Background: an optimization exercise with open tools, aiming at small area, a short achievable clock period and few clock cycles per item. Do not read the settings as production practice. Only simulation tests tie the RTL to the original design; equivalence was not proved. Power is estimated from default activity; no workload was simulated.

--- flow/design.v ---
module tdn2_div #(
    parameter integer STEPS = 2             
) (
    input  wire        clk,
    input  wire        clr,                 
    input  wire        restart,             
    input  wire [15:0] meas,
    input  wire [15:0] divisor,
    output wire        done,
    output wire [16:0] quotient
);
    localparam integer NL = (STEPS < 2) ? 2 : STEPS;     
    localparam integer NC = (16 + NL) / STEPS;           
    localparam integer CW = $clog2(NC + 1);
    reg              pend;                  
    reg [CW-1:0]     cnt;                   
    reg [15:0]       rem;
    reg [16:0]       q;
    reg              done_r;                
    assign done     = done_r;
    assign quotient = q;
    wire [CW-1:0] cyc = pend ? {CW{1'b0}} : (NC[CW-1:0] - cnt);    
    reg [15:0]      r;
    reg [16:0]      trial;
    reg [17:0]      diff;
    reg [STEPS-1:0] qb;
    reg             sat;
    integer i, k;
    always @(*) begin
        r   = pend ? (meas >> NL) : rem;
        sat = 1'b0;
        for (i = 0; i < STEPS; i = i + 1) begin
            k     = i;                                         
            trial = {r, 1'b0};
            if (STEPS == 1) begin
                if (cyc == 0) trial[0] = meas[1];
                if (cyc == 1) trial[0] = meas[0];
            end else if (pend) begin
                trial[0] = meas[NL-1-i];
            end
            diff  = {1'b0, trial} - {2'b00, divisor};
            qb[STEPS-1-i] = !diff[17];
            if (!diff[17] && ((STEPS == 1) ? (cyc == 0) : (pend && i < NL - 1)))
                sat = 1'b1;
            r = diff[17] ? trial[15:0] : diff[15:0];
        end
    end
    always @(posedge clk) begin
        if (clr) begin
            done_r <= 1'b1;
            pend <= 1'b0;
            cnt  <= {CW{1'b0}};
            q    <= 17'd65535;
        end else if (restart) begin
            done_r <= 1'b0;
            pend <= 1'b1;
            cnt  <= {CW{1'b0}};
        end else if (pend || cnt != {CW{1'b0}}) begin
            pend <= 1'b0;
            done_r <= !pend && (cnt == 1);
            rem  <= r;
            q    <= {q[16-STEPS:0], qb};
            cnt  <= pend ? NC[CW-1:0] - 1'b1 : cnt - 1'b1;
            if (pend && divisor == 16'd0) begin
                q      <= 17'd65535;
                cnt    <= {CW{1'b0}};
                done_r <= 1'b1;
            end else if (sat) begin
                q      <= 17'h1FFFF;
                cnt    <= {CW{1'b0}};
                done_r <= 1'b1;
            end
        end
    end
endmodule
module tdn2_acc (
    input  wire        clk,
    input  wire        rst,           
    input  wire        cmd_valid,
    output wire        cmd_ready,
    input  wire [23:0] cmd,
    input  wire        btn,           
    output reg         rsp_valid,
    output reg  [1:0]  rsp_status,
    output reg  [15:0] rsp_data,
    output reg         rly_auto,
    output reg         rly_dir,
    output reg         drv_pwr
);
    localparam [2:0]  GUST_WINDOW    = 3'd5;
    localparam [2:0]  WATER_ALM_TIME = 3'd4;
    localparam [6:0]  FOUR_HOURS     = 7'd100;
    localparam [15:0] POT_DELTA      = 16'd1000;
    localparam [15:0] THR_BIAS       = 16'd1000;
    localparam [15:0] THR_STEP       = 16'd1000;
    localparam [15:0] THR_MARGIN     = 16'd5000;
    localparam [2:0]  T_RELAY_SETTLE = 3'd2;
    localparam [2:0]  T_TRAVEL_UP    = 3'd6;
    localparam [2:0]  T_TRAVEL_DOWN  = 3'd4;
    localparam [2:0]  T_POST_SETTLE  = 3'd2;
    localparam [3:0]  WDG_ACK_RELOAD = 4'd12;
    localparam        DIR_UP_LEVEL   = 1'b1;
    localparam [2:0] OP_NOP = 3'd0, OP_SAMPLE = 3'd1, OP_RDFILT = 3'd2, OP_TICK1S = 3'd3,
                     OP_MOVE = 3'd4, OP_STEP = 3'd5, OP_WDGACK = 3'd6, OP_RDSTAT = 3'd7;
    localparam [1:0] ST_OK = 2'd0, ST_BUSY = 2'd1, ST_ILLEGAL = 2'd2;
    localparam [2:0] SQ_IDLE = 3'd0, SQ_SETTLE1 = 3'd1, SQ_TRAVEL = 3'd2,
                     SQ_SETTLE2 = 3'd3, SQ_WAITREL = 3'd4;
    localparam [1:0] CONT_NONE = 2'd0, CONT_RAISE = 2'd1, CONT_LOWER = 2'd2;
    localparam [1:0] RES_NONE = 2'd0, RES_COMPLETED = 2'd1, RES_INTERRUPTED = 2'd2;
    reg [15:0] filt0, filt1, filt2, filt3;
    reg [15:0] prev0, prev1;
    reg [2:0]  gt0, gt1;
    reg        gnext;
    reg [15:0] threshold, setpoint, sp_d2, minimum_seen;    
    reg        is_down, is_auto;
    reg [6:0]  auto_down_timer;
    reg [2:0]  water_alarm_count;
    reg [3:0]  alarm_flags;
    reg [2:0]  seq;
    reg [2:0]  seq_cnt;
    reg        seq_dir, seq_pressed;
    reg [1:0]  seq_cont, last_result;
    reg [3:0]  wdg_ack;
    reg        rdy;           
    reg        v1;            
    reg        lg1;           
    reg [2:0]  op1;
    reg [1:0]  ch1;
    reg [19:0] x1;            
    reg        btn1;
    reg        tw;            
    reg        t_wp, t_bp, t_btn;
    assign cmd_ready = rdy;
    wire accept = cmd_valid && rdy;
    reg legal_in;
    always @(*) begin
        case (cmd[23:20])
            4'd0:    legal_in = (cmd[19:0] == 20'd0);
            4'd1:    legal_in = (cmd[17:16] == 2'd0);
            4'd2:    legal_in = (cmd[17:0] == 18'd0);
            4'd3:    legal_in = (cmd[19:2] == 18'd0);
            4'd4:    legal_in = (cmd[19:1] == 19'd0);
            4'd5:    legal_in = (cmd[19:0] == 20'd0);
            4'd6:    legal_in = (cmd[19:0] == 20'd0);
            4'd7:    legal_in = (cmd[19:5] == 15'd0);
            default: legal_in = 1'b0;
        endcase
    end
    wire busy = (seq != SQ_IDLE);
    wire x_ok = v1 && lg1;
    wire is_sample = x_ok && (op1 == OP_SAMPLE);
    wire is_step   = x_ok && (op1 == OP_STEP);
    reg [15:0] y;
    always @(*) begin
        case (ch1)
            2'd0: y = filt0;
            2'd1: y = filt1;
            2'd2: y = filt2;
            default: y = filt3;
        endcase
    end
    wire        fast  = ch1[1];
    wire        p_neg = x1[16];
    wire [26:0] o2    = fast ? ~{8'd0, y, 3'd0} : ~{11'd0, y};
    wire [26:0] o3    = fast ? ~{10'd0, y, 1'b0} : 27'd0;
    wire [26:0] o4    = fast ? {7'd0, x1} : {11'd0, x1[15:0] ^ {16{p_neg}}};
    wire [26:0] o5    = fast ? 27'd2 : {25'd0, p_neg, !p_neg};
    wire [26:0] s_acc = {y, 11'd0} + o2 + o3 + o4 + o5;
    wire [15:0] s_new = s_acc[26:11];
    wire        wdg_fire = is_step && !busy && (wdg_ack == 4'd0);
    wire        div_done;
    wire [16:0] wd;
    tdn2_div #(.STEPS(2)) u_div (
        .clk      (clk),
        .clr      (rst || wdg_fire),
        .restart  (is_sample && !ch1[1]),
        .meas     (filt1),
        .divisor  (filt0),
        .done     (div_done),
        .quotient (wd)
    );
    wire [4:0]  idx = x1[4:0];
    wire [1:0]  n_active = {1'b0, gt0 != 3'd0} + {1'b0, gt1 != 3'd0};
    wire [15:0] status_word = {1'b0, drv_pwr, rly_dir, rly_auto, last_result, seq_cont,
                               seq_pressed, seq_dir, seq, busy, is_auto, is_down};
    wire [15:0] alarm_word  = {9'd0, water_alarm_count, alarm_flags};
    wire [15:0] gust_word   = {7'd0, gnext, 6'd0, n_active};
    reg        rd_ok;
    reg [15:0] rd_val;
    always @(*) begin
        rd_ok  = 1'b1;
        rd_val = 16'd0;
        case (idx)
            5'd0:  rd_val = status_word;
            5'd1:  rd_val = alarm_word;
            5'd2:  rd_val = threshold;
            5'd3:  rd_val = setpoint;
            5'd4:  rd_val = setpoint;
            5'd5:  rd_val = sp_d2;
            5'd6:  rd_val = minimum_seen;
            5'd7:  rd_val = {9'd0, auto_down_timer};
            5'd8:  rd_val = {13'd0, seq_cnt};
            5'd9:  rd_val = {12'd0, wdg_ack};
            5'd10: rd_val = gust_word;
            5'd11: rd_val = prev0;
            5'd12: rd_val = prev1;
            5'd16: rd_val = {13'd0, gt0};
            5'd17: rd_val = {13'd0, gt1};
            default: rd_ok = 1'b0;
        endcase
    end
    localparam [2:0] U_SS2 = 3'd0, U_ST = 3'd1, U_WT = 3'd2, U_WS = 3'd3, U_WM = 3'd4, U_VAL = 3'd5;
    wire [15:0] sp = filt3;
    reg  [4:0]  fv;                       
    reg  [4:0]  fv_n;
    reg         f_big, f_tlts, f_tp, f_wp, f_lt1k, f_ltm;
    wire        tick_busy = tw && busy;
    function flags_ready;
        input [4:0] v;
        input       bp, down, auto;
        begin
            flags_ready = v[U_WT] && (bp ? v[U_WS] :
                                      down ? (v[U_SS2] && v[U_ST]) :
                                      auto ? v[U_WM] : 1'b1);
        end
    endfunction
    reg         tick_app;                 
    wire        c_bp   = t_bp;                        
    wire        c_down = is_down && !t_bp;            
    wire        c_auto = !is_down && is_auto && !t_bp;  
    reg  [2:0]  u;
    always @(*) begin
        if (tick_app)                     u = U_VAL;
        else if (div_done && !fv[U_WT])   u = U_WT;
        else if (div_done && !fv[U_WM])   u = U_WM;
        else if (!fv[U_SS2])              u = U_SS2;
        else if (!fv[U_ST])               u = U_ST;
        else                              u = U_WS;
    end
    wire        u_ok = (u == U_SS2) || (u == U_ST) || div_done;    
    wire [15:0] thr_step = threshold + THR_STEP;
    wire [15:0] m_sel = f_ltm ? wd[15:0] : minimum_seen;
    reg  [16:0] alu_a, alu_b;
    reg         alu_sub;
    always @(*) begin
        alu_sub = 1'b1;
        alu_a   = {1'b0, sp};
        alu_b   = {1'b0, sp_d2};
        case (u)
            U_SS2: ;
            U_ST:  alu_b = {1'b0, threshold};
            U_WT:  begin alu_a = wd; alu_b = {1'b0, threshold}; end
            U_WS:  begin alu_a = wd; alu_b = {1'b0, sp}; end
            U_WM:  begin alu_a = wd; alu_b = {1'b0, minimum_seen}; end
            default: begin
                if (c_bp) begin
                    alu_a = wd; alu_b = {1'b0, THR_BIAS};
                end else if (c_down) begin
                    alu_a = wd; alu_b = {1'b0, sp};
                end else begin
                    alu_sub = 1'b0; alu_a = {1'b0, sp[15:1], 1'b0}; alu_b = {1'b0, m_sel[15:1], 1'b0};
                end
            end
        endcase
    end
    wire [18:0] alu_x = {1'b0, alu_a, 1'b1} + {(alu_sub ? ~{1'b0, alu_b} : {1'b0, alu_b}), alu_sub};
    wire [17:0] alu_r = alu_x[18:1];
    wire        r_neg = alu_r[17];
    wire        r_pos = !r_neg && (alu_r[16:0] != 17'd0);
    wire        r_gt1000  = !r_neg && (alu_r[16:0] > 17'd1000);
    wire        r_ltm1000 = r_neg && (alu_r[16:0] < 17'h1FC18);       
    wire        r_ge5000  = !r_neg && (alu_r[16:0] >= {1'b0, THR_MARGIN});
    wire        r_lt1000  = r_neg || (alu_r[16:0] < 17'd1000);
    reg        water_pre, water_alarm, wind_alarm, alarm;
    reg [15:0] n_threshold, n_minimum_seen;
    reg        n_is_down, n_is_auto;
    reg [6:0]  n_auto_down_timer;
    reg [2:0]  n_wac;
    reg [2:0]  n_gt0, n_gt1;
    reg        n_gnext;
    reg [1:0]  act;
    reg        refused;
    reg        start_mv, start_dir;
    reg [1:0]  start_cont;
    always @(*) begin
        n_is_down         = is_down;
        n_is_auto         = is_auto;
        n_wac             = water_alarm_count;
        n_gnext           = gnext;
        n_auto_down_timer = auto_down_timer;
        n_gt0             = gt0;
        n_gt1             = gt1;
        if (t_bp) begin
            n_is_auto = 1'b0;
            n_is_down = 1'b1;
            n_wac     = 3'd0;
            n_gt0     = 3'd0;
            n_gt1     = 3'd0;
            n_gnext   = 1'b0;
        end
        water_pre      = f_wp;
        n_minimum_seen = minimum_seen;
        if (c_bp) begin
            if (wd <= {1'b0, THR_BIAS})  n_threshold = 16'd0;
            else if (f_lt1k)             n_threshold = alu_r[15:0];
            else                         n_threshold = sp;
        end else if (c_down) begin
            n_minimum_seen = 16'hFFFF;
            if (f_big || !f_tlts)        n_threshold = sp;
            else if (!r_ge5000)          n_threshold = threshold;
            else if (f_tp)               n_threshold = thr_step;
            else                         n_threshold = sp;
        end else if (c_auto) begin
            n_minimum_seen = m_sel;
            n_threshold    = alu_r[16:1];
        end else begin
            n_threshold    = sp;
        end
        if (water_pre)
            n_wac = (n_wac + 3'd1 < WATER_ALM_TIME) ? n_wac + 3'd1 : WATER_ALM_TIME;
        else
            n_wac = 3'd0;
        water_alarm = (n_wac >= WATER_ALM_TIME);
        if (n_gt0 != 3'd0) n_gt0 = n_gt0 - 3'd1;
        if (n_gt1 != 3'd0) n_gt1 = n_gt1 - 3'd1;
        wind_alarm = 1'b0;
        if (t_wp) begin
            if (n_gt0 != 3'd0 && n_gt1 != 3'd0) begin
                wind_alarm = 1'b1;
            end else if (n_gnext == 1'b0) begin
                if (n_gt0 == 3'd0) begin n_gt0 = GUST_WINDOW; n_gnext = 1'b1; end
                else               begin n_gt1 = GUST_WINDOW; n_gnext = 1'b0; end
            end else begin
                if (n_gt1 == 3'd0) begin n_gt1 = GUST_WINDOW; n_gnext = 1'b0; end
                else               begin n_gt0 = GUST_WINDOW; n_gnext = 1'b1; end
            end
        end
        alarm      = water_alarm || wind_alarm;
        act        = 2'd0;
        refused    = 1'b0;
        start_mv   = 1'b0;
        start_dir  = 1'b0;
        start_cont = CONT_NONE;
        if (n_is_down && alarm) begin
            act        = 2'd1;
            start_mv   = 1'b1;
            start_dir  = 1'b1;
            start_cont = CONT_RAISE;
        end else if (!n_is_down && alarm) begin
            n_auto_down_timer = FOUR_HOURS;
        end else if (!n_is_down && n_is_auto) begin
            if (n_auto_down_timer != 7'd0) n_auto_down_timer = n_auto_down_timer - 7'd1;
            if (n_auto_down_timer == 7'd0) begin
                act        = 2'd2;
                start_mv   = 1'b1;
                start_dir  = 1'b0;
                start_cont = CONT_LOWER;
            end
        end
        if (start_mv && t_btn) begin
            refused   = 1'b1;
            n_is_auto = 1'b0;
            n_is_down = 1'b1;
            n_wac     = 3'd0;
            n_gt0     = 3'd0;
            n_gt1     = 3'd0;
            n_gnext   = 1'b0;
        end
    end
    wire [2:0] st_cnt_dec = seq_cnt - 3'd1;
    task reset_state;
        begin
            filt0 <= 16'd0; filt1 <= 16'd0; filt2 <= 16'd0; filt3 <= 16'd0;
            prev0             <= 16'd0;
            prev1             <= 16'd0;
            gt0               <= 3'd0;
            gt1               <= 3'd0;
            gnext             <= 1'b0;
            threshold         <= 16'd0;
            setpoint          <= 16'd0;
            sp_d2             <= 16'd0;
            minimum_seen      <= 16'hFFFF;
            is_down           <= 1'b1;
            is_auto           <= 1'b1;
            auto_down_timer   <= 7'd0;
            water_alarm_count <= 3'd0;
            alarm_flags       <= 4'd0;
            seq               <= SQ_IDLE;
            seq_cnt           <= 3'd0;
            seq_dir           <= 1'b0;
            seq_pressed       <= 1'b0;
            seq_cont          <= CONT_NONE;
            last_result       <= RES_NONE;
            rly_auto          <= 1'b0;
            rly_dir           <= 1'b0;
            drv_pwr           <= 1'b0;
            wdg_ack           <= WDG_ACK_RELOAD;
        end
    endtask
    task start_sequence;
        input       dir;
        input [1:0] cont;
        begin
            rly_auto    <= 1'b1;
            rly_dir     <= dir ? DIR_UP_LEVEL : ~DIR_UP_LEVEL;
            seq         <= SQ_SETTLE1;
            seq_cnt     <= T_RELAY_SETTLE;
            seq_dir     <= dir;
            seq_pressed <= 1'b0;
            seq_cont    <= cont;
            last_result <= RES_NONE;
        end
    endtask
    task finish_sequence;
        input [1:0] res;
        begin
            rly_auto    <= 1'b0;
            rly_dir     <= 1'b0;
            drv_pwr     <= 1'b0;
            last_result <= res;
            seq         <= SQ_IDLE;
            seq_cnt     <= 3'd0;
            seq_dir     <= 1'b0;
            seq_pressed <= 1'b0;
            seq_cont    <= CONT_NONE;
            if (seq_cont != CONT_NONE) begin
                if (res == RES_COMPLETED) begin
                    if (seq_cont == CONT_RAISE) begin
                        is_down         <= 1'b0;
                        auto_down_timer <= FOUR_HOURS;
                    end else begin
                        is_down <= 1'b1;
                    end
                end else begin
                    is_auto <= 1'b0;
                    is_down <= 1'b1;
                end
                water_alarm_count <= 3'd0;
                gt0   <= 3'd0;
                gt1   <= 3'd0;
                gnext <= 1'b0;
            end
        end
    endtask
    task respond;
        input [1:0]  st;
        input [15:0] d;
        begin
            rsp_valid  <= 1'b1;
            rsp_status <= st;
            rsp_data   <= d;
        end
    endtask
    wire inv_s  = is_sample && (ch1 == 2'd3);      
    wire inv_wd = is_sample && !ch1[1];            
    always @(*) begin
        fv_n = fv;
        if (!tick_app && u_ok) fv_n[u] = 1'b1;
        if (inv_s)    begin fv_n[U_SS2] = 1'b0; fv_n[U_ST] = 1'b0; fv_n[U_WS] = 1'b0; end
        if (inv_wd)   begin fv_n[U_WT] = 1'b0; fv_n[U_WS] = 1'b0; fv_n[U_WM] = 1'b0; end
        if (tick_app) begin fv_n[U_SS2] = 1'b0; fv_n[U_ST] = 1'b0; fv_n[U_WT] = 1'b0; fv_n[U_WM] = 1'b0; end
        if (wdg_fire) fv_n = 5'd0;
    end
    always @(posedge clk) begin
        if (rst) fv <= 5'd0;
        else     fv <= fv_n;
        if (!tick_app && u_ok) begin
            case (u)
                U_SS2: f_big <= r_gt1000 || r_ltm1000;
                U_ST:  begin f_tlts <= r_pos; f_tp <= r_gt1000; end
                U_WT:  f_wp <= r_neg;
                U_WM:  f_ltm <= r_neg;
                default: f_lt1k <= r_lt1000;
            endcase
        end
    end
    wire tick_pend_n = tick_in || (tw && !tick_busy && !tick_app);
    wire t_bp_n      = tick_in ? cmd[1] : t_bp;
    wire ready_n     = flags_ready(fv_n, t_bp_n, is_down, is_auto);
    wire idle_n      = !busy && !(x_ok && op1 == OP_MOVE) && !tick_app;
    wire app_n       = tick_pend_n && ready_n && idle_n;    
    wire rdy_n       = !tick_pend_n || app_n;
    wire [3:0]  op_in   = cmd[23:20];
    wire [15:0] raw_in  = cmd[15:0];
    wire        tick_in = accept && legal_in && (op_in == 4'd3);
    wire        samp_in = accept && legal_in && (op_in == 4'd1);
    wire [15:0] prev_in = wdg_fire ? 16'd0 : (cmd[18] ? prev1 : prev0);
    wire [16:0] p_in    = {1'b0, raw_in} - {1'b0, prev_in};
    wire [19:0] r10_in  = {1'b0, raw_in, 3'd0} + {3'd0, raw_in, 1'b0};
    always @(posedge clk) begin
        op1  <= op_in[2:0];
        ch1  <= cmd[19:18];
        lg1  <= legal_in;
        btn1 <= btn;
        if (op_in == 4'd1)
            x1 <= cmd[19] ? r10_in : {3'd0, p_in};
        else
            x1 <= {4'd0, raw_in};
        if (tick_in) begin
            t_wp  <= cmd[0];
            t_bp  <= cmd[1];
            t_btn <= btn;
        end
    end
    always @(posedge clk) begin
        if (rst) begin
            reset_state;
            rdy        <= 1'b1;
            tick_app   <= 1'b0;
            v1         <= 1'b0;
            tw         <= 1'b0;
            rsp_valid  <= 1'b0;
            rsp_status <= ST_OK;
            rsp_data   <= 16'd0;
        end else begin
            rsp_valid <= 1'b0;
            v1        <= accept && !tick_in;
            if (tick_busy) begin
                tw <= 1'b0;
                respond(ST_BUSY, 16'd0);
            end else if (tick_app) begin
                        tw                <= 1'b0;
                        wdg_ack           <= WDG_ACK_RELOAD;
                        is_down           <= n_is_down;
                        is_auto           <= n_is_auto;
                        water_alarm_count <= n_wac;
                        gt0               <= n_gt0;
                        gt1               <= n_gt1;
                        gnext             <= n_gnext;
                        threshold         <= n_threshold;
                        setpoint          <= sp;
                        sp_d2             <= setpoint;
                        minimum_seen      <= n_minimum_seen;
                        auto_down_timer   <= n_auto_down_timer;
                        alarm_flags       <= {t_wp, water_pre, wind_alarm, water_alarm};
                        if (refused)
                            last_result <= RES_INTERRUPTED;
                        if (start_mv && !refused)
                            start_sequence(start_dir, start_cont);
                        respond(ST_OK, {9'd0, refused, act, t_wp, water_pre, wind_alarm, water_alarm});
            end else if (v1 && !lg1) begin
                respond(ST_ILLEGAL, 16'd0);
            end else if (v1) begin
                begin
                    case (op1)
                    OP_NOP: respond(ST_OK, 16'd0);
                    OP_SAMPLE: begin
                        case (ch1)
                            2'd0: filt0 <= s_new;
                            2'd1: filt1 <= s_new;
                            2'd2: filt2 <= s_new;
                            default: filt3 <= s_new;
                        endcase
                        respond(ST_OK, s_new);
                    end
                    OP_RDFILT: respond(ST_OK, y);
                    OP_MOVE: begin
                        if (busy) begin
                            respond(ST_BUSY, 16'd0);
                        end else begin
                            wdg_ack <= WDG_ACK_RELOAD;
                            if (btn1) begin
                                last_result <= RES_INTERRUPTED;
                                respond(ST_OK, {14'd0, RES_INTERRUPTED});
                            end else begin
                                start_sequence(x1[0], CONT_NONE);
                                respond(ST_OK, 16'd0);
                            end
                        end
                    end
                    OP_STEP: begin
                        if (!busy) begin
                            if (wdg_ack == 4'd0) begin
                                reset_state;
                                respond(ST_OK, 16'h0008);
                            end else begin
                                wdg_ack <= wdg_ack - 4'd1;
                                respond(ST_OK, 16'd0);
                            end
                        end else begin
                            wdg_ack <= WDG_ACK_RELOAD;
                            case (seq)
                            SQ_SETTLE1: begin
                                seq_cnt <= st_cnt_dec;
                                if (st_cnt_dec == 3'd0) begin
                                    drv_pwr <= 1'b1;
                                    seq     <= SQ_TRAVEL;
                                    seq_cnt <= seq_dir ? T_TRAVEL_UP : T_TRAVEL_DOWN;
                                end
                                respond(ST_OK, 16'd0);
                            end
                            SQ_TRAVEL: begin
                                if (btn1) begin
                                    seq_pressed <= 1'b1;
                                    drv_pwr     <= 1'b0;
                                    seq         <= SQ_SETTLE2;
                                    seq_cnt     <= T_POST_SETTLE;
                                end else begin
                                    seq_cnt <= st_cnt_dec;
                                    if (st_cnt_dec == 3'd0) begin
                                        drv_pwr <= 1'b0;
                                        seq     <= SQ_SETTLE2;
                                        seq_cnt <= T_POST_SETTLE;
                                    end
                                end
                                respond(ST_OK, 16'd0);
                            end
                            SQ_SETTLE2: begin
                                seq_cnt <= st_cnt_dec;
                                if (st_cnt_dec == 3'd0) begin
                                    if (!seq_pressed) begin
                                        finish_sequence(RES_COMPLETED);
                                        respond(ST_OK, 16'h0005);
                                    end else if (!btn1) begin
                                        finish_sequence(RES_INTERRUPTED);
                                        respond(ST_OK, 16'h0006);
                                    end else begin
                                        seq <= SQ_WAITREL;
                                        respond(ST_OK, 16'd0);
                                    end
                                end else begin
                                    respond(ST_OK, 16'd0);
                                end
                            end
                            default: begin  
                                if (!btn1) begin
                                    finish_sequence(RES_INTERRUPTED);
                                    respond(ST_OK, 16'h0006);
                                end else begin
                                    respond(ST_OK, 16'd0);
                                end
                            end
                            endcase
                        end
                    end
                    OP_WDGACK: begin
                        wdg_ack <= WDG_ACK_RELOAD;
                        respond(ST_OK, 16'd0);
                    end
                    default: begin  
                        if (rd_ok) respond(ST_OK, rd_val);
                        else       respond(ST_ILLEGAL, 16'd0);
                    end
                    endcase
                end
            end
            rdy      <= rdy_n;
            tick_app <= app_n;
            if (tick_in)
                tw <= 1'b1;
            if (samp_in && !cmd[19]) begin
                if (cmd[18]) prev1 <= raw_in;
                else         prev0 <= raw_in;
            end
        end
    end
endmodule
--- flow/constraint.sdc ---
create_clock -name core_clock -period 12.0 [get_ports {clk}]
set_input_delay 2.4000 -clock core_clock [delete_from_list [all_inputs] [get_ports {clk}]]
set_output_delay 2.4000 -clock core_clock [all_outputs]
set_load 0.01 [all_outputs]
--- flow/config.mk ---
export PLATFORM = sky130hd
export DESIGN_NAME = tdn2_acc
export DESIGN_NICKNAME = tdn2_acc
export VERILOG_FILES = /design/flow/design.v
export SDC_FILE = /design/flow/constraint.sdc
export NUM_CORES = 4
export LEC_CHECK = 0
export CAP_MARGIN = 20
export CORE_MARGIN = 2
export CORE_UTILIZATION = 55
export SETUP_SLACK_MARGIN = 5
export SLEW_MARGIN = 20
export TNS_END_PERCENT = 100
--- flow/flow/run.sh ---
#!/bin/bash
# The standard layout (standard.sh: ORFS from synthesis to the final
# layout), with the timing repair after placement, CTS and global routing
# aiming at 4.5 ns instead of the 12 ns clock period, so that the layout
# gets as fast as the logic allows. Everything else is the standard flow.
set -euo pipefail
bash standard.sh SETUP_SLACK_MARGIN=7.5 finish > standard.log 2>&1
--- flow/standard.sh ---
#!/bin/bash
# synth_recipe.tcl (not shown) runs the flow's synth.tcl, then flattens the netlist and writes it again
# the make line also repeats each setting of config.mk as NAME=value (left out here)
make -C /OpenROAD-flow-scripts/flow DESIGN_CONFIG=/design/flow/config.mk WORK_HOME=/design/flow/orfs CLKGATE_MAP_FILE= SYNTH_SCRIPT=/design/flow/synth_recipe.tcl "${@:-finish}"
==> results of run 1 <==
==> state kept, by name (all words and copies together) (netlist names), 4 cells and up <==
register	cells
alarm_flags	4
auto_down_timer	7
filt0	16
filt1	16
filt2	16
filt3	16
fv	5
minimum_seen	16
prev0	16
prev1	16
rsp_data	16
setpoint	16
sp_d2	16
threshold	16
u_div.cnt	4
u_div.q	17
u_div.rem	16
wdg_ack	4
x1	20
==> critical path: stages (launching register included) <==
cell and delay [ns]:
dfxtp_4 0.36, or2b_4 0.24, nand3_4 0.09, a21oi_4 0.17, inv_2 0.06, ha_4 0.19
nor2_4 0.17, nor2_4 0.08, buf_4 0.13, a222oi_1 0.41, a31oi_1 0.19, xnor2_1 0.18
ha_2 0.34, and2_4 0.22, a22o_4 0.26, a2111oi_4 0.35, o21a_1 0.18, a311oi_1 0.08
or4_4 0.57, o21a_4 0.23, o21ai_4 0.25, clkbuf_16 0.21, mux2i_1 0.18
==> metal layers <==
metal	vias up	track usage	routed length, um
li1	10869	-	-
met1	11570	0.522	36500
met2	1393	0.610	40300
met3	364	0.0721	9020
met4	0	0.212	6000
met5	-	0	0
==> layout make-up <==
| class | count | area [um2] |
|---|---|---|
| clock inverter | 20 | 166 |
| clock buffer | 43 | 988 |
| inverter | 145 | 562 |
| sequential | 305 | 6380 |
| antenna | 1 | 2.50 |
| fill | 3331 | 13000 |
| tap | 539 | 674 |
| multi-input combinational | 2316 | 17900 |
| timing repair buffer | 232 | 2250 |
==> worst paths after layout <==
check                                  from                   endpoint  slack [ns]  depth (start not counted)
hold / removal        filt2[0]$_SDFFE_PP0P_      filt2[0]$_SDFFE_PP0P_        0.46                          2
setup / recovery  u_div.done_r$_SDFFE_PP1P_  threshold[5]$_SDFFE_PP0P_        6.79                         22
setup reg to reg  u_div.done_r$_SDFFE_PP1P_  threshold[5]$_SDFFE_PP0P_        6.79                         22
hold reg to reg       filt2[0]$_SDFFE_PP0P_      filt2[0]$_SDFFE_PP0P_        0.46                          2
==> per-stage QoR <==
stage	utilization	power (mW)
2_1_floorplan	-	4.15
3_3_place_gp	0.580	4.90
3_5_place_dp	0.580	4.95
4_1_cts	0.653	6.67
5_1_grt	0.689	7.79
6_report	0.689	7.40
==> cell usage after synthesis, drive strengths merged, types with 30 or more instances <==
library cell,instances
nor2b,41
mux2,51
fa,32
nand2,277
ha,159
or3,30
xnor2,91
mux2i,77
o22ai,39
a22oi,110
nand3,71
xor2,36
o21ai,173
nand2b,69
nor2,313
nor3,77
inv,144
a31oi,30
dfxtp,281
clkbuf,166
a21oi,211
a21o,37
==> power by group <==
part	total, mW	switching, mW	internal, mW
Combinational	5.06	2.83	2.24
Clock	1.10	0.484	0.617
Sequential	1.23	0.0732	1.16
Total	7.40	3.38	4.01
==> what timing repair did <==
| action | 4_1_cts | 5_1_grt |
|---|---|---|
| pin swaps | 84 | 136 |
| setup buffers | 90 | 54 |
| resized for setup | 281 | 248 |
| gates cloned | 8 | 4 |
| setup endpoints to repair | 161 | 160 |
| hold endpoints to repair | 0 | 0 |
==> cell families (layout without fill, tap and decap cells) <==
kind of cell / after synthesis / count (layout) / share of synthesized area
flops: 305 / 305 / 0.271
other cells: 0 / 1 / 0
mux: 144 / 144 / 0.0729
simple gates: 1016 / 1018 / 0.205
fa+ha+maj: 191 / 191 / 0.112
xor+xnor: 127 / 127 / 0.0476
buf+inv: 327 / 440 / 0.0533
compound gates: 834 / 836 / 0.237
==> run_results.csv, run 1 <==
group,metric,value,unit
placed_design,dp_cells,3380,
detailed_routing,routed_wl,91800,um
detailed_routing,drc_errors,0,
logic_synthesis,synth_fp_nets,3163,
timing,rsz0062_at_grt,"yes",
layout,drive_above_1_share,0.219,
placed_design,hpwl,63200,um
timing,hold_violations,0,
floorplanning,core,41900,um2
global_routing,antenna_found_initial,2,
logic_synthesis,syn_area_per_cell,7.94,um2
placed_design,gp_congestion,0.993,
clocking,cts_max_path_buffers,3,
timing,setup_viol,0,
logic_synthesis,synthCells,2944,
power_and_ir_drop,ir_worst_vdd,0.000443,V
logic_synthesis,synth_area_leader_cell,"dfxtp_1",
timing,final.setup.tns,0,ns
global_routing,grt_pass1_vias,22400,
logic_synthesis,yosys-top-cells-area,"dfxtp_1 (24%), ha_1 (8.5%), nor2_1 (5.0%)",
global_routing,grt_usage,0.394,
floorplanning,die-area,44200,um2
logic_synthesis,syn_area,23400,um2
clocking,clock_sinks,305,
timing,slew_viol_final,0,
worst_setup_path,critPathCaptureType,"flip-flop",
worst_setup_path,crit_type,"flip-flop to flip-flop",
placed_design,post-place-ws,5.20,ns
floorplanning,start_util,0.558,
layout,fin_nets,3255,
detailed_routing,drtAntennaViolNets,0,
logic_synthesis,synth.distinct_cells,87,
timing,worst-slew-pin-transition,1.29,ns
global_routing,grt_pass1_wl,134000,um
worst_setup_path,worstPathRequired,12.48,ns
logic_synthesis,ys_warn_count,2,
worst_setup_path,crit_arrival,5.69,ns
clocking,cts-root-buf,"clkbuf_16",
timing,fin_ws,6.79,ns
floorplanning,die_w,210,um
hold_path,min-delay-path-class,"flip-flop to flip-flop",
logic_synthesis,ys_ff_latch,305,
layout,finalInstanceArea,28900,um2
floorplanning,io_pins,51,
power_and_ir_drop,p_leak,11.2,nW
outcome,status,"complete, no violations",
layout,final_common_cell,"nor2_1",
timing,max_freq,0.192,GHz
layout,final_cell_mix,"nor2_1 (290), dfxtp_1 (267), nand2_1 (257), a21oi_1 (173), buf_4 (136)",
logic_synthesis,synth_edf_count,24,
detailed_routing,vias,24196,
timing,min_period,5.21,ns
clocking,clk-insertion-delay-late,0.57,ns
floorplanning,die_h,210,um
logic_synthesis,ys_async_sr_fraction,0,
clocking,clkTransAtPathRegs,0.06,ns
timing,fin_crit_sh,0.435,
timing,holdWs,0.458,ns
detailed_routing,viasPerCell,6.72,
worst_setup_path,critPathLaunchType,"flip-flop",
flow_run,cap_viol_max_count,0,
global_routing,overflow,0,
timing,clock_skew,0.0321,ns
placed_design,placed_area,24300,um2
placed_design,io_buffer_count,50,
floorplanning,rows,75,
clocking,cts_tree,"built",
logic_synthesis,synth.top_cell.area_share,0.241,
clocking,holdBufCountCts,0,
clocking,htreeDepth,2,
timing,relSlewSlack,0.137,
power_and_ir_drop,powerDensity,256,nW/um2
worst_setup_path,critical_path.max_fanout,8,
logic_synthesis,synth_seq_area_share,0.271,
detailed_routing,first_iter_violations,3147,
logic_synthesis,synthFlopType,"dfxtp_1",
detailed_routing,dr.pass1.iters,8,
global_routing,grt_max_degree,89,
detailed_routing,wl_per_cell,25.5,um
layout,area_growth,23.7,%
layout,instances_no_fill,3601,
clocking,cts_buffers,36,
Testbench counts, summed over its fixed seeds: cycles 801,960, ops 776,106.
==> run 2: changes to the inputs <==
--- a/flow/design.v
+++ b/flow/design.v
@@ -7,6 +7,7 @@
     input  wire [15:0] meas,
     input  wire [15:0] divisor,
     output wire        done,
+    output reg         done_n,              
     output wire [16:0] quotient
 );
     localparam integer NL = (STEPS < 2) ? 2 : STEPS;     
@@ -45,30 +46,35 @@
             r = diff[17] ? trial[15:0] : diff[15:0];
         end
     end
+    always @(*) begin
+        done_n = done_r;
+        if (clr)
+            done_n = 1'b1;
+        else if (restart)
+            done_n = 1'b0;
+        else if (pend || cnt != {CW{1'b0}})
+            done_n = (!pend && cnt == 1) || (pend && (divisor == 16'd0 || sat));
+    end
     always @(posedge clk) begin
+        done_r <= done_n;
         if (clr) begin
-            done_r <= 1'b1;
             pend <= 1'b0;
             cnt  <= {CW{1'b0}};
             q    <= 17'd65535;
         end else if (restart) begin
-            done_r <= 1'b0;
             pend <= 1'b1;
             cnt  <= {CW{1'b0}};
         end else if (pend || cnt != {CW{1'b0}}) begin
             pend <= 1'b0;
-            done_r <= !pend && (cnt == 1);
             rem  <= r;
             q    <= {q[16-STEPS:0], qb};
             cnt  <= pend ? NC[CW-1:0] - 1'b1 : cnt - 1'b1;
             if (pend && divisor == 16'd0) begin
                 q      <= 17'd65535;
                 cnt    <= {CW{1'b0}};
-                done_r <= 1'b1;
             end else if (sat) begin
                 q      <= 17'h1FFFF;
                 cnt    <= {CW{1'b0}};
-                done_r <= 1'b1;
             end
         end
     end
@@ -177,6 +183,7 @@
         .meas     (filt1),
         .divisor  (filt0),
         .done     (div_done),
+        .done_n   (div_done_n),
         .quotient (wd)
     );
     wire [4:0]  idx = x1[4:0];
@@ -212,7 +219,6 @@
     localparam [2:0] U_SS2 = 3'd0, U_ST = 3'd1, U_WT = 3'd2, U_WS = 3'd3, U_WM = 3'd4, U_VAL = 3'd5;
     wire [15:0] sp = filt3;
     reg  [4:0]  fv;                       
-    reg  [4:0]  fv_n;
     reg         f_big, f_tlts, f_tp, f_wp, f_lt1k, f_ltm;
     wire        tick_busy = tw && busy;
     function flags_ready;
@@ -228,14 +234,17 @@
     wire        c_bp   = t_bp;                        
     wire        c_down = is_down && !t_bp;            
     wire        c_auto = !is_down && is_auto && !t_bp;  
-    reg  [2:0]  u;
+    reg  [2:0]  u, u_n;
+    wire        div_done_n;
+    reg  [4:0]  fv_n;
+    wire        app_n;
     always @(*) begin
-        if (tick_app)                     u = U_VAL;
-        else if (div_done && !fv[U_WT])   u = U_WT;
-        else if (div_done && !fv[U_WM])   u = U_WM;
-        else if (!fv[U_SS2])              u = U_SS2;
-        else if (!fv[U_ST])               u = U_ST;
-        else                              u = U_WS;
+        if (app_n)                          u_n = U_VAL;
+        else if (div_done_n && !fv_n[U_WT]) u_n = U_WT;
+        else if (div_done_n && !fv_n[U_WM]) u_n = U_WM;
+        else if (!fv_n[U_SS2])              u_n = U_SS2;
+        else if (!fv_n[U_ST])               u_n = U_ST;
+        else                                u_n = U_WS;
     end
     wire        u_ok = (u == U_SS2) || (u == U_ST) || div_done;    
     wire [15:0] thr_step = threshold + THR_STEP;
@@ -462,8 +471,13 @@
         if (wdg_fire) fv_n = 5'd0;
     end
     always @(posedge clk) begin
-        if (rst) fv <= 5'd0;
-        else     fv <= fv_n;
+        if (rst) begin
+            fv <= 5'd0;
+            u  <= U_SS2;
+        end else begin
+            fv <= fv_n;
+            u  <= u_n;
+        end
         if (!tick_app && u_ok) begin
             case (u)
                 U_SS2: f_big <= r_gt1000 || r_ltm1000;
@@ -478,13 +492,14 @@
     wire t_bp_n      = tick_in ? cmd[1] : t_bp;
     wire ready_n     = flags_ready(fv_n, t_bp_n, is_down, is_auto);
     wire idle_n      = !busy && !(x_ok && op1 == OP_MOVE) && !tick_app;
-    wire app_n       = tick_pend_n && ready_n && idle_n;    
+    assign app_n     = tick_pend_n && ready_n && idle_n;    
     wire rdy_n       = !tick_pend_n || app_n;
     wire [3:0]  op_in   = cmd[23:20];
     wire [15:0] raw_in  = cmd[15:0];
     wire        tick_in = accept && legal_in && (op_in == 4'd3);
     wire        samp_in = accept && legal_in && (op_in == 4'd1);
-    wire [15:0] prev_in = wdg_fire ? 16'd0 : (cmd[18] ? prev1 : prev0);
+    wire        slow_in = (op_in == 4'd1) && !cmd[19] && !wdg_fire;
+    wire [15:0] prev_in = slow_in ? (cmd[18] ? prev1 : prev0) : 16'd0;
     wire [16:0] p_in    = {1'b0, raw_in} - {1'b0, prev_in};
     wire [19:0] r10_in  = {1'b0, raw_in, 3'd0} + {3'd0, raw_in, 1'b0};
     always @(posedge clk) begin
@@ -492,10 +507,7 @@
         ch1  <= cmd[19:18];
         lg1  <= legal_in;
         btn1 <= btn;
-        if (op_in == 4'd1)
-            x1 <= cmd[19] ? r10_in : {3'd0, p_in};
-        else
-            x1 <= {4'd0, raw_in};
+        x1 <= cmd[19] ? r10_in : {3'd0, p_in};
         if (tick_in) begin
             t_wp  <= cmd[0];
             t_bp  <= cmd[1];
==> flow/flow/run.sh (replaced) <==
#!/bin/bash
# The standard layout (standard.sh: ORFS from synthesis to the final
# layout), with the timing repair after placement, CTS and global routing
# aiming at 3.5 ns instead of the 12 ns clock period, so that the layout
# gets as fast as the logic allows. Everything else is the standard flow.
set -euo pipefail
bash standard.sh SETUP_SLACK_MARGIN=8.5 finish > standard.log 2>&1
--- a/flow/config.mk
+++ b/flow/config.mk
@@ -8,6 +8,5 @@
 export CAP_MARGIN = 20
 export CORE_MARGIN = 2
 export CORE_UTILIZATION = 55
-export SETUP_SLACK_MARGIN = 5
 export SLEW_MARGIN = 20
 export TNS_END_PERCENT = 100
==> run_results.csv, run 2 <==
group,metric,value,unit
logic_synthesis,ys_warn_count,2,
timing,holdWs,0.458,ns
clocking,holdBufCountCts,0,
power_and_ir_drop,powerDensity,252,nW/um2
layout,largest_reg_flops,20,
detailed_routing,dr.pass1.iters,9,
clocking,clkTransAtPathRegs,0.06,ns
logic_synthesis,synthCells,2956,
floorplanning,die-area,44600,um2
layout,utilization,0.752,
logic_synthesis,syn_area,23600,um2
power_and_ir_drop,p_sw,3.49,mW
logic_synthesis,synth_fp_nets,3176,
global_routing,antenna_found_initial,1,
placed_design,hpwl,65100,um
logic_synthesis,synthSimpleGateAreaFrac,0.200,
detailed_routing,routed_wl,101000,um
timing,rsz0062_at_grt,"yes",
logic_synthesis,synth_common_cells,"nand2_1 (286), dfxtp_1 (284), nor2_1 (277)",
detailed_routing,wl_met3,12400,um
logic_synthesis,synth_compound_area_frac,0.251,
detailed_routing,wirelength_met1,38000,um
power_and_ir_drop,switching_share,0.437,
detailed_routing,top_layer,"met5",
hold_path,min-delay-path-class,"flip-flop to flip-flop",
placed_design,post-place-ws,5.39,ns
floorplanning,io_pins,51,
floorplanning,die_h,211,um
power_and_ir_drop,p_clk_frac,0.144,
power_and_ir_drop,p_seq_frac,0.157,
clocking,htreeDepth,2,
layout,final_cell_mix,"nand2_1 (260), dfxtp_1 (260), nor2_1 (240), buf_4 (229), inv_1 (134)",
detailed_routing,drc_errors,0,
clocking,cts_tree,"built",
logic_synthesis,synth.distinct_cells,95,
timing,max_freq,0.197,GHz
flow_run,cap_viol_max_count,0,
power_and_ir_drop,p_int,4.49,mW
worst_setup_path,crit_type,"flip-flop to flip-flop",
worst_setup_path,critPathCapture,"u_div.rem[3]$_DFFE_PP_",
timing,fin_crit_sh,0.423,
worst_setup_path,critical_path.max_fanout,8,
timing,fin_ws,6.92,ns
logic_synthesis,yosys-top-cells-area,"dfxtp_1 (24%), ha_1 (8.5%), nand2_1 (4.6%)",
clocking,clock_sinks,308,
global_routing,grt_usage,0.415,
logic_synthesis,synthAdderAreaFrac,0.112,
worst_setup_path,crit_arrival,5.39,ns
logic_synthesis,synthFlopType,"dfxtp_1",
timing,min_period,5.08,ns
clocking,cts-root-buf,"clkbuf_16",
worst_setup_path,reg2regPathDepth,23,
logic_synthesis,synth_top_family_by_area,"compound AO/OA/AOI/OAI gates",
clocking,cts_max_path_buffers,3,
worst_setup_path,worstPathRequired,12.31,ns
logic_synthesis,synth_area_leader_cell,"dfxtp_1",
detailed_routing,drtAntennaViolNets,0,
timing,hold_violations,0,
clocking,clk-insertion-delay-late,0.59,ns
logic_synthesis,ys_async_sr_fraction,0,
detailed_routing,wl_per_cell,26.7,um
power_and_ir_drop,ir_worst_vdd,0.000248,V
global_routing,overflow,0,
worst_setup_path,timing.rr.end,"u_div.rem[3]$_DFFE_PP_",
placed_design,io_buffer_count,50,
clocking,cts_buffers,38,
floorplanning,start_util,0.560,
logic_synthesis,synth_xor_area_frac,0.0416,
detailed_routing,viasPerCell,6.97,
timing,worst-slew-pin-transition,1.44,ns
timing,setup_viol,0,
timing,slew_viol_final,0,
layout,area_growth,34.3,%
logic_synthesis,synth.top_cell.area_share,0.241,
global_routing,grt_max_degree,60,
worst_setup_path,critPathLaunchType,"flip-flop",
detailed_routing,vias,26243,
floorplanning,die_w,211,um
worst_setup_path,critPathCaptureType,"flip-flop",
global_routing,grt_pass1_wl,143000,um
outcome,status,"complete, no violations",
worst_setup_path,r2r-start,"u_div.pend$_SDFFE_PP0P_",
logic_synthesis,synth_mux_area_frac,0.0698,
floorplanning,rows,75,
timing,final.setup.tns,0,ns
logic_synthesis,synth_seq_area_share,0.272,
detailed_routing,met2WireLength,43800,um
worst_setup_path,r2r_setup_slack,6.92,ns
timing,relSlewSlack,0.0349,
layout,regMostFlops,"x1",
logic_synthesis,ys_ff_latch,308,
layout,reg_top3,"x1 x20, u_div.q x17",
logic_synthesis,synth_edf_count,24,
placed_design,gp_congestion,0.983,
power_and_ir_drop,p_comb_frac,0.699,
layout,num-fill-cells,2921,
power_and_ir_drop,p_leak,11.9,nW
timing,clock_skew,0.0341,ns
floorplanning,core,42100,um2
layout,drive_above_1_share,0.313,
logic_synthesis,syn_area_per_cell,7.98,um2
worst_setup_path,crit_path_start,"u_div.pend$_SDFFE_PP0P_",
global_routing,grt_pass1_vias,24092,
detailed_routing,first_iter_violations,3793,
layout,fin_nets,3417,
logic_synthesis,synth.most_common_cell,"nand2_1",
[run 2: cell count changes in the layout (fill, tap and decap cells not counted), sizes merged, moves of 17 or more]
cell           before  now
nand3              72   94
o21ai             173  205
nand2b             69   30
nor4               17   34
nor2              314  278
clkdlybuf4s50      29    1
buf               181  369
a21oi             211  178
xnor2              91   73
o211ai             15   32
[run 2: through the flow]
| stage | power (mW) | instances | area (um2) |
|---|---|---|---|
| after floorplan | 3.98 | 2956 | 24600 |
| after global placement | 4.66 | 3404 | 25100 |
| after detailed placement | 4.76 | 3404 | 25100 |
| after CTS | 7.05 | 3669 | 29800 |
| after global routing | 8.31 | 3763 | 31700 |
| final | 7.98 | 3764 | 31700 |
[run 2: worst min path at each step]
stage | startpoint | end | slack, ns | cells past startpoint
floorplan | filt2[0]$_SDFFE_PP0P_ | filt2[0]$_SDFFE_PP0P_ | 0.43 | 2
global placement | filt2[5]$_SDFFE_PP0P_ | filt2[5]$_SDFFE_PP0P_ | 0.44 | 2
detailed placement | filt2[2]$_SDFFE_PP0P_ | filt2[2]$_SDFFE_PP0P_ | 0.45 | 2
CTS | filt2[2]$_SDFFE_PP0P_ | filt2[2]$_SDFFE_PP0P_ | 0.45 | 2
global route | filt2[7]$_SDFFE_PP0P_ | filt2[7]$_SDFFE_PP0P_ | 0.47 | 2
finish | filt2[1]$_SDFFE_PP0P_ | filt2[1]$_SDFFE_PP0P_ | 0.46 | 2
[run 2: worst max-delay path, cell delays in order, from the launching register on]
cell	delay, ns
dfxtp_4	0.41
mux2_4	0.33
ha_4	0.22
nor2b_4	0.13
o21ai_2	0.16
a21boi_2	0.11
o2111ai_4	0.22
o21ai_2	0.10
o211ai_1	0.32
and3b_4	0.32
mux2_4	0.33
inv_2	0.07
ha_4	0.18
nor2b_4	0.11
o21a_1	0.20
o21ai_2	0.19
a21oi_2	0.11
a21oi_2	0.21
o21ai_2	0.10
a41o_1	0.25
a22oi_2	0.14
buf_4	0.15
buf_12	0.13
mux2_4	0.31
[run 2: cell families after synthesis]
logic type,after synthesis
XOR/XNOR,112
AO/OA/AOI/OAI,875
adder cells (fa/ha/maj),192
AND/OR/NAND/NOR,1000
flip-flops,308
buffers and inverters,332
multiplexers,137
[run 2: final cells by class]
class / instances / area [um2] / area share
Antenna cell: 1 / 2.50 / 0.0000790
Clock buffer: 57 / 1120 / 0.0355
Multi-Input combinational cell: 2319 / 19200 / 0.605
Sequential cell: 308 / 6470 / 0.204
Timing Repair Buffer: 377 / 3560 / 0.112
Inverter: 153 / 613 / 0.0194
Clock inverter: 10 / 81.3 / 0.00257
Tap cell: 539 / 674 / 0.0213
[run 2: repair_timing]
| action | in CTS | in global routing |
|---|---|---|
| endpoints found under the setup margin | 262 | 219 |
| pin swaps | 184 | 170 |
| endpoints found under the hold margin | 0 | 0 |
| gates cloned | 8 | 2 |
| setup buffers | 190 | 92 |
| gates resized for setup | 642 | 257 |
[run 2: metal layers]
layer,up-vias,global-route usage
met5,-,0
met4,2,0.208
met3,443,0.0911
met2,1777,0.637
met1,12663,0.552
li1,11358,-
[run 2: power by group through the flow]
stage / Sequential, mW / Clock [mW] / Combinational [mW]
floorplan: 1.22 / 0 / 2.76
global placement: 1.26 / 0 / 3.40
detailed placement: 1.27 / 0 / 3.49
CTS: 1.24 / 1.14 / 4.66
global route: 1.26 / 1.19 / 5.86
finish: 1.25 / 1.15 / 5.58
Testbench counts of run 2, summed over its fixed seeds: cycles 801,960, ops 776,106.
==> run 3: changes to the inputs <==
--- a/flow/design.v
+++ b/flow/design.v
@@ -133,6 +133,7 @@
     reg [2:0]  op1;
     reg [1:0]  ch1;
     reg [19:0] x1;            
+    reg [4:0]  idx1;          
     reg        btn1;
     reg        tw;            
     reg        t_wp, t_bp, t_btn;
@@ -186,7 +187,7 @@
         .done_n   (div_done_n),
         .quotient (wd)
     );
-    wire [4:0]  idx = x1[4:0];
+    wire [4:0]  idx = idx1;
     wire [1:0]  n_active = {1'b0, gt0 != 3'd0} + {1'b0, gt1 != 3'd0};
     wire [15:0] status_word = {1'b0, drv_pwr, rly_dir, rly_auto, last_result, seq_cont,
                                seq_pressed, seq_dir, seq, busy, is_auto, is_down};
@@ -498,8 +499,7 @@
     wire [15:0] raw_in  = cmd[15:0];
     wire        tick_in = accept && legal_in && (op_in == 4'd3);
     wire        samp_in = accept && legal_in && (op_in == 4'd1);
-    wire        slow_in = (op_in == 4'd1) && !cmd[19] && !wdg_fire;
-    wire [15:0] prev_in = slow_in ? (cmd[18] ? prev1 : prev0) : 16'd0;
+    wire [15:0] prev_in = wdg_fire ? 16'd0 : (cmd[18] ? prev1 : prev0);
     wire [16:0] p_in    = {1'b0, raw_in} - {1'b0, prev_in};
     wire [19:0] r10_in  = {1'b0, raw_in, 3'd0} + {3'd0, raw_in, 1'b0};
     always @(posedge clk) begin
@@ -507,7 +507,8 @@
         ch1  <= cmd[19:18];
         lg1  <= legal_in;
         btn1 <= btn;
-        x1 <= cmd[19] ? r10_in : {3'd0, p_in};
+        x1   <= cmd[19] ? r10_in : {3'd0, p_in};
+        idx1 <= cmd[4:0];
         if (tick_in) begin
             t_wp  <= cmd[0];
             t_bp  <= cmd[1];
@@ -575,7 +576,7 @@
                                 last_result <= RES_INTERRUPTED;
                                 respond(ST_OK, {14'd0, RES_INTERRUPTED});
                             end else begin
-                                start_sequence(x1[0], CONT_NONE);
+                                start_sequence(idx1[0], CONT_NONE);
                                 respond(ST_OK, 16'd0);
                             end
                         end
==> flow/flow/run.sh (replaced) <==
#!/bin/bash
# The standard layout (standard.sh: ORFS from synthesis to the final
# layout), with the timing repair after placement, CTS and global routing
# aiming at 5.5 ns instead of the 12 ns clock period, so that the layout
# gets as fast as the logic allows. Everything else is the standard flow.
set -euo pipefail
bash standard.sh SETUP_SLACK_MARGIN=6.5 finish > standard.log 2>&1
==> run_results.csv, run 3 <==
group,metric,value,unit
outcome,status,"complete, no violations",
clocking,cts_tree,"built",
power_and_ir_drop,p_sw,2.78,mW
detailed_routing,drtAntennaViolNets,0,
timing,final.setup.tns,0,ns
global_routing,overflow,0,
layout,fin_nets,3111,
detailed_routing,routed_wl,84900,um
logic_synthesis,synth_edf_count,24,
logic_synthesis,synth_common_cells,"nor2_1 (304), dfxtp_1 (289), nand2_1 (265)",
clocking,clk-insertion-delay-late,0.57,ns
floorplanning,start_util,0.557,
placed_design,hpwl,62700,um
worst_setup_path,critPathLaunchType,"flip-flop",
placed_design,gp_congestion,1.03,
floorplanning,die_w,210,um
power_and_ir_drop,powerDensity,241,nW/um2
layout,drive_above_1_share,0.106,
floorplanning,die_h,210,um
global_routing,grt_max_degree,74,
logic_synthesis,yosys-top-cells-area,"dfxtp_1 (25%), ha_1 (8.6%), nor2_1 (4.9%)",
power_and_ir_drop,p_seq_frac,0.202,
global_routing,grt_pass1_vias,21659,
timing,setup_viol,0,
global_routing,met3_usage,0.0660,
power_and_ir_drop,ir_worst_vdd,0.000190,V
power_and_ir_drop,p_clk_frac,0.185,
logic_synthesis,synth.top_cell.area_share,0.248,
clocking,cts_buffers,37,
worst_setup_path,crit_arrival,5.69,ns
hold_path,min-delay-path-class,"flip-flop to flip-flop",
global_routing,antenna_found_initial,0,
logic_synthesis,synthFlopType,"dfxtp_1",
flow_run,cap_viol_max_count,0,
layout,largest_reg_flops,20,
power_and_ir_drop,p_int,3.48,mW
global_routing,grt-busiest-layer,"met2",
floorplanning,core,41900,um2
global_routing,grt_pass1_wl,128000,um
logic_synthesis,ys_async_sr_fraction,0,
logic_synthesis,syn_area,23300,um2
detailed_routing,first_iter_violations,2865,
detailed_routing,drc_errors,0,
timing,worst-slew-pin-transition,1.11,ns
logic_synthesis,synth_area_leader_cell,"dfxtp_1",
worst_setup_path,critical_path.max_fanout,8,
timing,slew_viol_final,0,
worst_setup_path,r2r-start,"u_div.pend$_SDFFE_PP0P_",
global_routing,grt.met1_usage,0.506,
layout,reg_top3,"x1 x20, u_div.q x17",
layout,utilization,0.622,
timing,clock_skew,0.0248,ns
layout,final_cell_mix,"nor2_1 (299), dfxtp_1 (282), nand2_1 (264), o21ai_0 (174), inv_1 (157)",
floorplanning,rows,75,
clocking,cts_max_path_buffers,3,
worst_setup_path,critPathCaptureType,"flip-flop",
power_and_ir_drop,p_leak,10.1,nW
logic_synthesis,synth.most_common_cell,"nor2_1",
clocking,clock_sinks,313,
layout,finalInstanceArea,26000,um2
detailed_routing,dr.pass1.iters,9,
timing,fin_crit_sh,0.449,
logic_synthesis,synthCells,2892,
clocking,clkTransAtPathRegs,0.06,ns
timing,max_freq,0.186,GHz
clocking,cts-root-buf,"clkbuf_16",
logic_synthesis,syn_area_per_cell,8.06,um2
worst_setup_path,r2r_setup_slack,6.62,ns
placed_design,placed_area,24200,um2
power_and_ir_drop,switching_share,0.444,
clocking,htreeDepth,2,
timing,min_period,5.38,ns
logic_synthesis,synth_seq_area_share,0.279,
global_routing,grt_usage,0.378,
placed_design,dp_cells,3351,
floorplanning,io_pins,51,
timing,rsz0062_at_grt,"yes",
worst_setup_path,reg2regPathDepth,25,
detailed_routing,vias,22996,
placed_design,io_buffer_count,50,
worst_setup_path,crit_type,"flip-flop to flip-flop",
layout,regMostFlops,"x1",
layout,final_common_cell,"nor2_1",
timing,relSlewSlack,0.257,
layout,instances_no_fill,3456,
detailed_routing,viasPerCell,6.65,
worst_setup_path,critPathCapture,"u_div.rem[2]$_DFFE_PP_",
detailed_routing,wl_per_cell,24.6,um
logic_synthesis,ys_warn_count,2,
timing,hold_violations,0,
power_and_ir_drop,p_comb_frac,0.613,
global_routing,use_met2,0.590,
worst_setup_path,worstPathRequired,12.31,ns
logic_synthesis,synth_fp_nets,3112,
logic_synthesis,synth.distinct_cells,89,
floorplanning,die-area,44000,um2
clocking,holdBufCountCts,0,
worst_setup_path,crit_path_start,"u_div.pend$_SDFFE_PP0P_",
layout,area_growth,11.7,%
logic_synthesis,ys_ff_latch,313,
worst_setup_path,timing.rr.end,"u_div.rem[2]$_DFFE_PP_",
## run 3: metrics by stage
step,power (mW),hold slack [ns],setup WS [ns]
2_1_floorplan,3.94,0.427,6.50
3_3_place_gp,4.63,0.435,5.46
3_5_place_dp,4.68,0.441,5.23
4_1_cts,5.98,0.448,6.49
5_1_grt,6.67,0.461,6.44
6_report,6.27,0.450,6.62
## run 3: metal layers
layer  routed length [um]  up-vias
met5                    0        -
met2                37200     1215
met1                34800    11002
met4                 4610        0
met3                 8330      257
li1                     -    10522
## run 3: power groups by stage
stage	registers [mW]	clock network, mW	logic (mW)
after floorplan	1.24	0	2.70
after global placement	1.28	0	3.35
after detailed placement	1.28	0	3.40
after CTS	1.26	1.16	3.55
after global routing	1.27	1.20	4.20
final	1.26	1.16	3.84
## run 3: kinds of logic after synthesis
family	count (synthesis)	synth area share
AO/OA/AOI/OAI	817	0.237
XOR/XNOR	114	0.0429
buffers and inverters	331	0.0546
multiplexers	155	0.0789
flip-flops	313	0.279
adder cells (fa/ha/maj)	192	0.113
AND/OR/NAND/NOR	970	0.194
## run 3: worst min path at each step
stage / start / endpoint / slack, ns / cells after the start
2_1_floorplan: filt2[13]$_SDFFE_PP0P_ / filt2[13]$_SDFFE_PP0P_ / 0.43 / 2
3_3_place_gp: filt2[6]$_SDFFE_PP0P_ / filt2[6]$_SDFFE_PP0P_ / 0.44 / 2
3_5_place_dp: filt2[13]$_SDFFE_PP0P_ / filt2[13]$_SDFFE_PP0P_ / 0.44 / 2
4_1_cts: filt2[13]$_SDFFE_PP0P_ / filt2[13]$_SDFFE_PP0P_ / 0.45 / 2
5_1_grt: filt2[13]$_SDFFE_PP0P_ / filt2[13]$_SDFFE_PP0P_ / 0.46 / 2
6_report: filt2[13]$_SDFFE_PP0P_ / filt2[13]$_SDFFE_PP0P_ / 0.45 / 2
## run 3: timing repair
item                                    CTS  global route
endpoints found under the setup margin   97            70
cloned                                    0             3
pin swaps                                 6            18
setup buffers                            12            25
resized for setup                        32            45
## run 3: cell type report
type                            instances  area (um2)
Tap cell                              539         674
Antenna cell                            1        2.50
Sequential cell                       313        6520
Clock buffer                           55        1150
Timing Repair Buffer                  129        1170
Fill cell                            3717       15800
Clock inverter                          9        77.6
Multi-Input combinational cell       2249       15800
Inverter                              161         606
## run 3: worst max-delay path, cell delays in order (launching register included)
cell	delay, ns
dfxtp_4	0.35
buf_12	0.13
mux2_4	0.31
ha_1	0.27
nor2b_1	0.14
o21ai_2	0.16
a21oi_2	0.09
o2111a_2	0.27
o21ai_2	0.15
a211oi_2	0.10
o31ai_2	0.30
nand3b_1	0.16
buf_6	0.16
mux2_2	0.25
inv_1	0.05
ha_1	0.25
nor2b_1	0.12
o21ai_1	0.10
a21boi_2	0.20
o21ai_2	0.09
a22oi_2	0.25
a21o_1	0.21
nand4_1	0.12
a41oi_2	0.26
a21o_4	0.26
mux2_2	0.35
Testbench counts of run 3, summed over its fixed seeds: cycles 801,960, ops 776,106.
==> run 4: changes to the inputs <==
--- a/flow/design.v
+++ b/flow/design.v
@@ -489,12 +489,11 @@
             endcase
         end
     end
-    wire tick_pend_n = tick_in || (tw && !tick_busy && !tick_app);
-    wire t_bp_n      = tick_in ? cmd[1] : t_bp;
-    wire ready_n     = flags_ready(fv_n, t_bp_n, is_down, is_auto);
-    wire idle_n      = !busy && !(x_ok && op1 == OP_MOVE) && !tick_app;
-    assign app_n     = tick_pend_n && ready_n && idle_n;    
-    wire rdy_n       = !tick_pend_n || app_n;
+    wire tick_stays  = tw && !tick_busy && !tick_app;
+    wire ready_n     = flags_ready(fv_n, t_bp, is_down, is_auto);
+    wire idle_n      = !busy && !(x_ok && op1 == OP_MOVE);
+    assign app_n     = tick_stays && ready_n && idle_n;
+    wire rdy_n       = !tick_in && (!tick_stays || app_n);
     wire [3:0]  op_in   = cmd[23:20];
     wire [15:0] raw_in  = cmd[15:0];
     wire        tick_in = accept && legal_in && (op_in == 4'd3);
==> flow/flow/run.sh (replaced) <==
#!/bin/bash
# The standard layout (standard.sh: ORFS from synthesis to the final
# layout), with the timing repair after placement, CTS and global routing
# aiming at 5.25 ns instead of the 12 ns clock period, so that the layout
# gets as fast as the logic allows. Everything else is the standard flow.
set -euo pipefail
bash standard.sh SETUP_SLACK_MARGIN=6.75 finish > standard.log 2>&1
==> run_results.csv, run 4 <==
group,metric,value,unit
layout,area_growth,13.1,%
timing,hold_violations,0,
timing,rsz0062_at_grt,"yes",
detailed_routing,viasPerCell,6.84,
worst_setup_path,critPathBufInv,3,
logic_synthesis,yosys-top-cells-area,"dfxtp_1 (25%), ha_1 (8.5%), nand2_1 (4.3%)",
logic_synthesis,syn_area_per_cell,8.06,um2
timing,final.setup.tns,0,ns
clocking,cts_tree,"built",
timing,fin_ws,6.89,ns
worst_setup_path,cpPeakStageDelay,0.42,ns
detailed_routing,vias,23861,
detailed_routing,wl_per_cell,25.5,um
layout,largest_reg_flops,20,
detailed_routing,routed_wl,88800,um
power_and_ir_drop,powerDensity,227,nW/um2
logic_synthesis,synth_edf_count,25,
clocking,htreeDepth,2,
timing,relSlewSlack,0.240,
worst_setup_path,path_common_cell,"buf_4",
layout,drive_above_1_share,0.116,
clocking,cts-root-buf,"clkbuf_16",
floorplanning,core,42000,um2
power_and_ir_drop,switching_share,0.456,
logic_synthesis,synth_area_leader_cell,"dfxtp_1",
placed_design,io_buffer_count,50,
clocking,clkTransAtPathRegs,0.07,ns
floorplanning,rows,75,
worst_setup_path,reg2regPathDepth,22,
placed_design,post-place-ws,5.72,ns
worst_setup_path,crit_path_start,"u_div.pend$_SDFFE_PP0P_",
timing,setup_viol,0,
timing,fin_crit_sh,0.426,
timing,holdWs,0.464,ns
worst_setup_path,crit_arrival,5.43,ns
clocking,clock_sinks,313,
placed_design,dp_cells,3367,
logic_synthesis,ys_ff_latch,313,
placed_design,hpwl,65300,um
worst_setup_path,crit_slowest_cell,"dfxtp_4",
floorplanning,start_util,0.558,
detailed_routing,drtAntennaViolNets,0,
global_routing,grt_pass1_vias,21942,
worst_setup_path,crit_type,"flip-flop to flip-flop",
logic_synthesis,synth.top_cell.area_share,0.246,
global_routing,overflow,0,
floorplanning,die_h,211,um
global_routing,grt_max_degree,76,
placed_design,gp_congestion,1.01,
worst_setup_path,crit_cells,22,
hold_path,min-delay-path-class,"flip-flop to flip-flop",
worst_setup_path,critical_path.max_fanout,7,
layout,instances_no_fill,3486,
power_and_ir_drop,p_clk_frac,0.188,
clocking,holdBufCountCts,0,
floorplanning,die_w,211,um
power_and_ir_drop,ir_worst_vdd,0.000156,V
power_and_ir_drop,p_comb_frac,0.605,
power_and_ir_drop,p_leak,10.2,nW
clocking,clk-insertion-delay-late,0.57,ns
worst_setup_path,critPathCapture,"u_div.rem[5]$_DFFE_PP_",
worst_setup_path,critPathTopFamily,"compound AO/OA/AOI/OAI gates",
floorplanning,io_pins,51,
timing,min_period,5.11,ns
power_and_ir_drop,p_seq_frac,0.207,
logic_synthesis,synth_seq_area_share,0.278,
logic_synthesis,synth.most_common_cell,"dfxtp_1",
logic_synthesis,ys_warn_count,2,
logic_synthesis,synthFlopType,"dfxtp_1",
layout,reg_top3,"x1 x20, u_div.q x17",
timing,clock_skew,0.0164,ns
layout,fin_nets,3141,
logic_synthesis,synthCells,2910,
layout,final_common_cell,"dfxtp_1",
worst_setup_path,worstPathRequired,12.31,ns
clocking,cts_max_path_buffers,3,
worst_setup_path,r2r-start,"u_div.pend$_SDFFE_PP0P_",
layout,regMostFlops,"x1",
timing,slew_viol_final,0,
global_routing,grt_usage,0.387,
global_routing,antenna_found_initial,0,
floorplanning,die-area,44300,um2
clocking,cts_buffers,36,
detailed_routing,first_iter_violations,2996,
logic_synthesis,ys_async_sr_fraction,0,
flow_run,cap_viol_max_count,0,
outcome,status,"complete, no violations",
worst_setup_path,timing.rr.end,"u_div.rem[5]$_DFFE_PP_",
logic_synthesis,synth_common_cells,"dfxtp_1 (288), nand2_1 (271), nor2_1 (268)",
layout,final_cell_mix,"dfxtp_1 (280), nand2_1 (268), nor2_1 (259), o21ai_0 (175), a21oi_1 (170)",
worst_setup_path,critPathLaunchType,"flip-flop",
worst_setup_path,worstPathCellList,"buf_4, mux2_2, ha_2, a21oi_2, o21ai_4, or3_4, o221ai_4, o2111ai_4, nand2_4, buf_4, buf_4, a21oi_1, nor2_1, ha_1, or2_2, a21oi_4, a211oi_2, o311ai_2, o22ai_2, o21ai_2, and2_4, mux2_2",
power_and_ir_drop,power.total,6.02,mW
worst_setup_path,critPathCaptureType,"flip-flop",
logic_synthesis,syn_area,23500,um2
detailed_routing,dr.pass1.iters,8,
layout,num-fill-cells,3685,
logic_synthesis,synth_fp_nets,3130,
global_routing,grt_pass1_wl,132000,um
power_and_ir_drop,p_sw,2.74,mW
logic_synthesis,synth.distinct_cells,98,
power_and_ir_drop,p_int,3.28,mW
timing,worst-slew-pin-transition,1.13,ns
detailed_routing,drc_errors,0,
timing,max_freq,0.196,GHz
worst_setup_path,r2r_setup_slack,6.89,ns
## run 4: what timing repair did
item                       in CTS  in global routing
pin swaps                       5                 17
setup endpoints to repair      97                107
buffers inserted               16                 35
gates cloned                    1                  3
gates resized for setup        35                 82
## run 4: cells by family after synthesis
kind of cell | Yosys count | share of synthesized area
multiplexers | 139 | 0.0701
XOR/XNOR | 109 | 0.0407
AO/OA/AOI/OAI | 878 | 0.254
AND/OR/NAND/NOR | 947 | 0.191
adder cells (fa/ha/maj) | 192 | 0.113
buffers and inverters | 332 | 0.0543
flip-flops | 313 | 0.278
## run 4: per-layer routing
metal	part of all wire	GRT usage	routed length, um
met5	0	0	0
met3	0.11	0.0735	9920
met4	0.048	0.162	4290
met1	0.41	0.539	36100
met2	0.43	0.587	38500
## run 4: metrics by stage
stage	utilization	instance area, um2
floorplan	-	23600
global placement	0.579	24300
detailed placement	0.579	24300
CTS	0.613	25800
global route	0.631	26500
finish	0.631	26500
## run 4: worst min-delay path by stage
stage,to,cells past startpoint,start,slack (ns)
after floorplan,filt2[0]$_SDFFE_PP0P_,2,filt2[0]$_SDFFE_PP0P_,0.43
after global placement,filt2[1]$_SDFFE_PP0P_,2,filt2[1]$_SDFFE_PP0P_,0.44
after detailed placement,filt2[1]$_SDFFE_PP0P_,2,filt2[1]$_SDFFE_PP0P_,0.46
after CTS,filt2[1]$_SDFFE_PP0P_,2,filt2[1]$_SDFFE_PP0P_,0.46
after global routing,filt2[2]$_SDFFE_PP0P_,2,filt2[2]$_SDFFE_PP0P_,0.47
final,filt2[1]$_SDFFE_PP0P_,2,filt2[1]$_SDFFE_PP0P_,0.46
## run 4: power by group through the flow
stage	registers [mW]	clock network [mW]	logic (mW)
3_3_place_gp	1.26	0	3.09
3_5_place_dp	1.26	0	3.16
4_1_cts	1.24	1.13	3.29
2_1_floorplan	1.23	0	2.42
5_1_grt	1.25	1.17	3.96
6_report	1.25	1.13	3.65
## run 4: tightest hold or removal path: stages (launching register included)
cell and delay, ns:
dfxtp_1 0.31, nand2_1 0.05, a21oi_1 0.05
## run 4: area by class of cell
type / count / area (um2) / share of cell area
timing repair buffer: 136 / 1240 / 0.0469
clock inverter: 11 / 95.1 / 0.00358
clock buffer: 52 / 1080 / 0.0408
multi-input combinational: 2267 / 16300 / 0.613
inverter: 167 / 632 / 0.0238
antenna: 1 / 2.50 / 0.0000943
tap: 539 / 674 / 0.0254
sequential: 313 / 6530 / 0.246
Testbench counts of run 4, summed over its fixed seeds: cycles 801,960, ops 776,106.

[port drivers added, routing unchanged]
How much do the figures lean on ideal ports? The routed layouts below were timed once more, with nothing changed but the port constraints. Step 1 assumes that a clkbuf_16 drives the clock port and a buf_2 every other input. Step 2 also shifts input and output timing later by t, the mid clock arrival at the registers, as if the neighbouring blocks saw the same clock. a / b / c = no drivers / after step 1 / after step 2; a / b = the first two.
| run | shift t [ns] | setup slack, ns | worst setup path after step 2 | worst register clock-pin slew, ns |
|---|---|---|---|---|
| run 1 | 0.619 | 6.786 / 6.786 / 6.786 | register to register | 0.07 / 0.07 |
| run 2 | 0.629 | 6.921 / 6.921 / 6.648 | input to register | 0.07 / 0.07 |
| run 3 | 0.621 | 6.615 / 6.615 / 6.183 | input to register | 0.07 / 0.07 |
| run 4 | 0.617 | 6.887 / 6.887 / 6.400 | input to register | 0.07 / 0.07 |
After both steps setup and hold are still met in every run listed. The setup slack of run 4, which loses most, moves by 0.000 ns with the drivers and by -0.487 ns with both steps.
